Context: an optimization exercise on an open-source flow, tuned for small area, a short achievable clock period and few clock cycles. The choices shown serve that exercise and are no tape-out recipe. Function was checked by simulation only, so behaviour that the tests miss may differ from the original. Power is estimated from default activity; no workload was simulated.

Setup of maple:
// bilinear_scaler
module bilinear_scaler (
    input  wire        clk,
    input  wire        rst,
    input  wire        start,
    input  wire        ch4,
    input  wire [15:0] src_addr,
    input  wire [15:0] dst_addr,
    input  wire [11:0] old_w,
    input  wire [11:0] old_h,
    input  wire [11:0] new_w,
    input  wire [11:0] new_h,
    output reg         busy,
    output reg         done,
    output reg         error,
    output reg         mem_valid,
    output reg         mem_we,
    output reg  [15:0] mem_addr,
    output reg  [7:0]  mem_wdata,
    input  wire        mem_ready,
    input  wire [7:0]  mem_rdata
);
For scale: ~6200 cells after synthesis, roughly 690 flip-flops, ~120 I/O pins, roughly 59000 sq um of cells after synthesis.
clock: 13.0 ns
lec_check: 0
cap_margin: 20
core_margin: 2
core_utilization: 40
slew_margin: 20
run.sh (not shown) runs the stock make flow with config.mk's settings and CLKGATE_MAP_FILE= SYNTH_SCRIPT=/design/flow/synth_recipe.tcl, a recipe that flattens the netlist after the stock synthesis.
Testbench counts of maple, summed over its fixed seeds: cycles 102,712.
> inputs changed (maple -> cedar)
--- a/flow/design.v
+++ b/flow/design.v
@@ -62,16 +62,19 @@
     reg [3:0]  d0_sv, d1_sv;     
     reg [1:0]  qn;
     reg [7:0]  q0, q1;
     reg        q0_lch, q1_lch;
     wire adv   = !mem_valid || mem_ready;
     wire rd_ok = mem_valid && !mem_we;
-    wire        xnorm = (rx >= {1'b0, nw});
-    wire        ynorm = (ry >= {1'b0, nh});
-    wire        xi = (rx != 13'd0);
-    wire        yi = (ry != 13'd0);
+    reg         xnorm, ynorm, xi, yi;
+    wire [12:0] rxn = rx - {1'b0, nw};
+    wire [12:0] ryn = ry - {1'b0, nh};
+    wire [13:0] rxn2c = {1'b0, rx} - {1'b0, nw, 1'b0};
+    wire        xn2 = !rxn2c[13];
+    wire [12:0] rxn2 = rxn2c[12:0];
+    wire [15:0] cval2 = c4 ? 16'd8 : 16'd6;
     wire        triv = !xi && !yi;
     wire [11:0] nrx = nw - rx[11:0];
     wire [11:0] nry = nh - ry[11:0];
     wire [1:0]  cn1 = c4 ? 2'd3 : 2'd2;
     wire [15:0] cval = c4 ? 16'd4 : 16'd3;
     wire va = par ? vt1 : vt0;
@@ -219,12 +222,16 @@
             row    <= src_addr;
             sch    <= src_addr;
             dptr   <= dst_addr;
             dch    <= dst_addr;
             rx     <= 13'd0;
             ry     <= 13'd0;
+            xnorm  <= 1'b0;
+            ynorm  <= 1'b0;
+            xi     <= 1'b0;
+            yi     <= 1'b0;
             xc     <= new_w - 12'd1;
             yc     <= new_h - 12'd1;
             k      <= 2'd0;
             par    <= 1'b0;
             ct0 <= 8'd0; cb0 <= 8'd0; ct1 <= 8'd0; cb1 <= 8'd0;
             vt0 <= 1'b0; vb0 <= 1'b0; vt1 <= 1'b0; vb1 <= 1'b0;
@@ -330,50 +337,68 @@
                 m_triv <= triv;
                 m_lch  <= last_px;
                 if (xc != 12'd0) begin
                     xc <= xc - 12'd1;
                     if (rxw) begin
                         rx  <= rxb[12:0];
+                        xnorm <= (rxb[12:0] >= {1'b0, nw});
+                        xi  <= (rxb[12:0] != 13'd0);
                         pa  <= pa + cval;
                         par <= !par;
                         if (par) begin vt1 <= 1'b0; vb1 <= 1'b0; end
                         else     begin vt0 <= 1'b0; vb0 <= 1'b0; end
                     end else begin
                         rx <= rxa[12:0];
+                        xi <= (rxa[12:0] != 13'd0);
                     end
                 end else begin
                     vt0 <= 1'b0; vb0 <= 1'b0; vt1 <= 1'b0; vb1 <= 1'b0;
                     rx <= 13'd0;
+                    xi <= 1'b0;
                     xc <= nw - 12'd1;
                     if (yc != 12'd0) begin
                         yc <= yc - 12'd1;
                         if (ryw) begin
                             ry  <= ryb[12:0];
+                            ynorm <= (ryb[12:0] >= {1'b0, nh});
+                            yi  <= (ryb[12:0] != 13'd0);
                             row <= row + stride;
                             pa  <= row + stride;
                         end else begin
                             ry  <= rya[12:0];
+                            yi  <= (rya[12:0] != 13'd0);
                             pa  <= row;
                         end
                     end else if (k != cn1) begin
                         k   <= k + 2'd1;
                         yc  <= nh - 12'd1;
                         ry  <= 13'd0;
+                        yi  <= 1'b0;
                         sch <= sch + 16'd1;
                         row <= sch + 16'd1;
                         pa  <= sch + 16'd1;
                     end
                 end
+            end else if (fetching && xnorm && xn2) begin
+                rx  <= rxn2;
+                xnorm <= (rxn2 >= {1'b0, nw});
+                xi  <= (rxn2 != 13'd0);
+                pa  <= pa + cval2;
+                vt0 <= 1'b0; vb0 <= 1'b0; vt1 <= 1'b0; vb1 <= 1'b0;
             end else if (fetching && xnorm) begin
-                rx  <= rx - {1'b0, nw};
+                rx  <= rxn;
+                xnorm <= (rxn >= {1'b0, nw});
+                xi  <= (rxn != 13'd0);
                 pa  <= pa + cval;
                 par <= !par;
                 if (par) begin vt1 <= 1'b0; vb1 <= 1'b0; end
                 else     begin vt0 <= 1'b0; vb0 <= 1'b0; end
             end else if (fetching && ynorm) begin
-                ry  <= ry - {1'b0, nh};
+                ry  <= ryn;
+                ynorm <= (ryn >= {1'b0, nh});
+                yi  <= (ryn != 13'd0);
                 row <= row + stride;
                 pa  <= row + stride;
             end
         end
     end
 endmodule
Findings:
Library cell contributing the largest single delay on the critical path = sky130_fd_sc_hd__nor4_1: maple; library cell contributing the largest single delay on the critical path = sky130_fd_sc_hd__inv_6: cedar. Diff maple -> cedar | number of different library cells in the post-synthesis netlist | up by a little under 10%. Count of filler cells inserted in the layout in cedar is 947 higher than in maple. The synthesized cell area in cedar is 1.05 times that in maple. Per the comparison of cedar with maple, count of pins on the block boundary stayed essentially flat; leakage dissipation now sits higher.
Testbench counts of cedar, summed over its fixed seeds: cycles 101,240.

========
Another version of the RTL of bilinear_scaler (not shown whole).
Size: about 6200 cells after synthesis, about 120 I/O pins, about 0.059 mm^2 of cells after synthesis.
export LEC_CHECK = 0
export CAP_MARGIN = 20
export CORE_MARGIN = 2
export CORE_UTILIZATION = 40
export SLEW_MARGIN = 20
create_clock -name core_clock -period 13.0 [get_ports {clk}]
Testbench counts at the start, summed over its fixed seeds: cycles 105,048.
Rerun with:
--- a/flow/design.v
+++ b/flow/design.v
@@ -61,18 +61,17 @@
     reg        d0_triv, d1_triv, d0_lch, d1_lch;
     reg [3:0]  d0_sv, d1_sv;     
     reg [1:0]  qn;
     reg [7:0]  q0, q1;
     reg        q0_lch, q1_lch;
     wire adv   = !mem_valid || mem_ready;
     wire rd_ok = mem_valid && !mem_we;
-    wire        xnorm = (rx >= {1'b0, nw});
-    wire        ynorm = (ry >= {1'b0, nh});
-    wire        xi = (rx != 13'd0);
-    wire        yi = (ry != 13'd0);
+    reg         xnorm, ynorm, xi, yi;
+    wire [12:0] rxn = rx - {1'b0, nw};
+    wire [12:0] ryn = ry - {1'b0, nh};
     wire        triv = !xi && !yi;
     wire [11:0] nrx = nw - rx[11:0];
     wire [11:0] nry = nh - ry[11:0];
     wire [1:0]  cn1 = c4 ? 2'd3 : 2'd2;
     wire [15:0] cval = c4 ? 16'd4 : 16'd3;
     wire va = par ? vt1 : vt0;
     wire vb = par ? vt0 : vt1;
@@ -134,15 +133,15 @@
     wire [7:0]  n1_l = {d1_l[5:0], !t1b[26], !t1c[26] | (!t1a[26] & t1b[26])};
     wire       res0 = d0_sv[3];
     wire       res1 = d1_sv[3];
     wire       res_now = res0 || res1;
     wire [7:0] res_q = res0 ? (d0_triv ? d0_l : n0_l) : (d1_triv ? d1_l : n1_l);
     wire       res_lch = res0 ? d0_lch : d1_lch;
     wire push_now = res_now || (issue && byp_ok);
-    wire wr_now = (qn != 2'd0) && (!rd_place || qn == 2'd2 || (qn == 2'd1 && (res_now || byp_ok)));
+    wire wr_now = (qn != 2'd0) && (!rd_place || qn == 2'd2);
     wire [7:0] push_q   = res_now ? res_q : ia;
     wire       push_lch = res_now ? res_lch : last_px;
     always @(posedge clk) begin
         if (rst) begin
             busy      <= 1'b0;
             done      <= 1'b0;
             error     <= 1'b0;
@@ -218,14 +217,18 @@
             pa     <= src_addr;
             row    <= src_addr;
             sch    <= src_addr;
             dptr   <= dst_addr;
             dch    <= dst_addr;
             rx     <= 13'd0;
             ry     <= 13'd0;
+            xnorm  <= 1'b0;
+            ynorm  <= 1'b0;
+            xi     <= 1'b0;
+            yi     <= 1'b0;
             xc     <= new_w - 12'd1;
             yc     <= new_h - 12'd1;
             k      <= 2'd0;
             par    <= 1'b0;
             ct0 <= 8'd0; cb0 <= 8'd0; ct1 <= 8'd0; cb1 <= 8'd0;
             vt0 <= 1'b0; vb0 <= 1'b0; vt1 <= 1'b0; vb1 <= 1'b0;
             mem_we <= 1'b0;
@@ -329,52 +332,64 @@
                 m_wy1  <= ry[11:0];
                 m_triv <= triv;
                 m_lch  <= last_px;
                 if (xc != 12'd0) begin
                     xc <= xc - 12'd1;
                     if (rxw) begin
                         rx  <= rxb[12:0];
+                        xnorm <= (rxb[12:0] >= {1'b0, nw});
+                        xi  <= (rxb[12:0] != 13'd0);
                         pa  <= pa + cval;
                         par <= !par;
                         if (par) begin vt1 <= 1'b0; vb1 <= 1'b0; end
                         else     begin vt0 <= 1'b0; vb0 <= 1'b0; end
                     end else begin
                         rx <= rxa[12:0];
+                        xi <= (rxa[12:0] != 13'd0);
                     end
                 end else begin
                     vt0 <= 1'b0; vb0 <= 1'b0; vt1 <= 1'b0; vb1 <= 1'b0;
                     rx <= 13'd0;
+                    xi <= 1'b0;
                     xc <= nw - 12'd1;
                     if (yc != 12'd0) begin
                         yc <= yc - 12'd1;
                         if (ryw) begin
                             ry  <= ryb[12:0];
+                            ynorm <= (ryb[12:0] >= {1'b0, nh});
+                            yi  <= (ryb[12:0] != 13'd0);
                             row <= row + stride;
                             pa  <= row + stride;
                         end else begin
                             ry  <= rya[12:0];
+                            yi  <= (rya[12:0] != 13'd0);
                             pa  <= row;
                         end
                     end else if (k != cn1) begin
                         k   <= k + 2'd1;
                         yc  <= nh - 12'd1;
                         ry  <= 13'd0;
+                        yi  <= 1'b0;
                         sch <= sch + 16'd1;
                         row <= sch + 16'd1;
                         pa  <= sch + 16'd1;
                     end
                 end
             end else if (fetching && xnorm) begin
-                rx  <= rx - {1'b0, nw};
+                rx  <= rxn;
+                xnorm <= (rxn >= {1'b0, nw});
+                xi  <= (rxn != 13'd0);
                 pa  <= pa + cval;
                 par <= !par;
                 if (par) begin vt1 <= 1'b0; vb1 <= 1'b0; end
                 else     begin vt0 <= 1'b0; vb0 <= 1'b0; end
             end else if (fetching && ynorm) begin
-                ry  <= ry - {1'b0, nh};
+                ry  <= ryn;
+                ynorm <= (ryn >= {1'b0, nh});
+                yi  <= (ryn != 13'd0);
                 row <= row + stride;
                 pa  <= row + stride;
             end
         end
     end
 endmodule
 module csa_mul (
What happened: The new run produced a clean layout; clock skew increases by 0.020 ns; power increases by 2.3%; critical path depth decreases by 3; design area increases by 2.6%; die area increases by 2.8%; via count increases by 1.6%; final cell count increases by 4.0%; register-to-register slack improves by 0.32 ns; non-clock buffer count decreases by 3; hold slack hardly moves; global-route usage decreases by 0.61 points; routed wire length is about the same; combinational power increases by about 7%; sequential share of layout area decreases by 0.64 points.
Testbench counts after the change, summed over its fixed seeds: cycles 102,712.

-- afterwards: timing with drivers on the ports --
How much do the figures lean on ideal ports? The routed layouts below were timed once more, with nothing changed but the port constraints.
Step 1 (the two cells are an assumption about what drives the block):
set clk [get_ports {clk}]
set_driving_cell -lib_cell sky130_fd_sc_hd__clkbuf_16 $clk
set_driving_cell -lib_cell sky130_fd_sc_hd__buf_2 [delete_from_list [all_inputs] $clk]
Step 2 adds t to the input delays and takes it off the output delays; t is the mean of the earliest and latest rising clock arrival at the registers after step 1. Input paths then give back, and output paths get back, about the clock's delay inside the block.
Three values: ideal ports, drivers, drivers and shift; two values: the first two.
| run | t, ns | slack for setup (ns) | slew at the worst register clock pin (ns) |
|---|---|---|---|
| maple | 0.780 | 7.418 / 7.418 / 7.391 | 0.07 / 0.07 |
| cedar | 0.770 | 7.515 / 7.481 / 6.711 | 0.07 / 0.07 |
| the first run of note 2 | 0.769 | 7.734 / 7.734 / 7.507 | 0.07 / 0.07 |
| the second run of note 2 | 0.754 | 7.947 / 7.938 / 7.185 | 0.06 / 0.06 |
After both steps setup and hold are still met in every run listed. The setup slack of cedar, which loses most, moves by -0.034 ns with the drivers and by -0.804 ns with both steps.
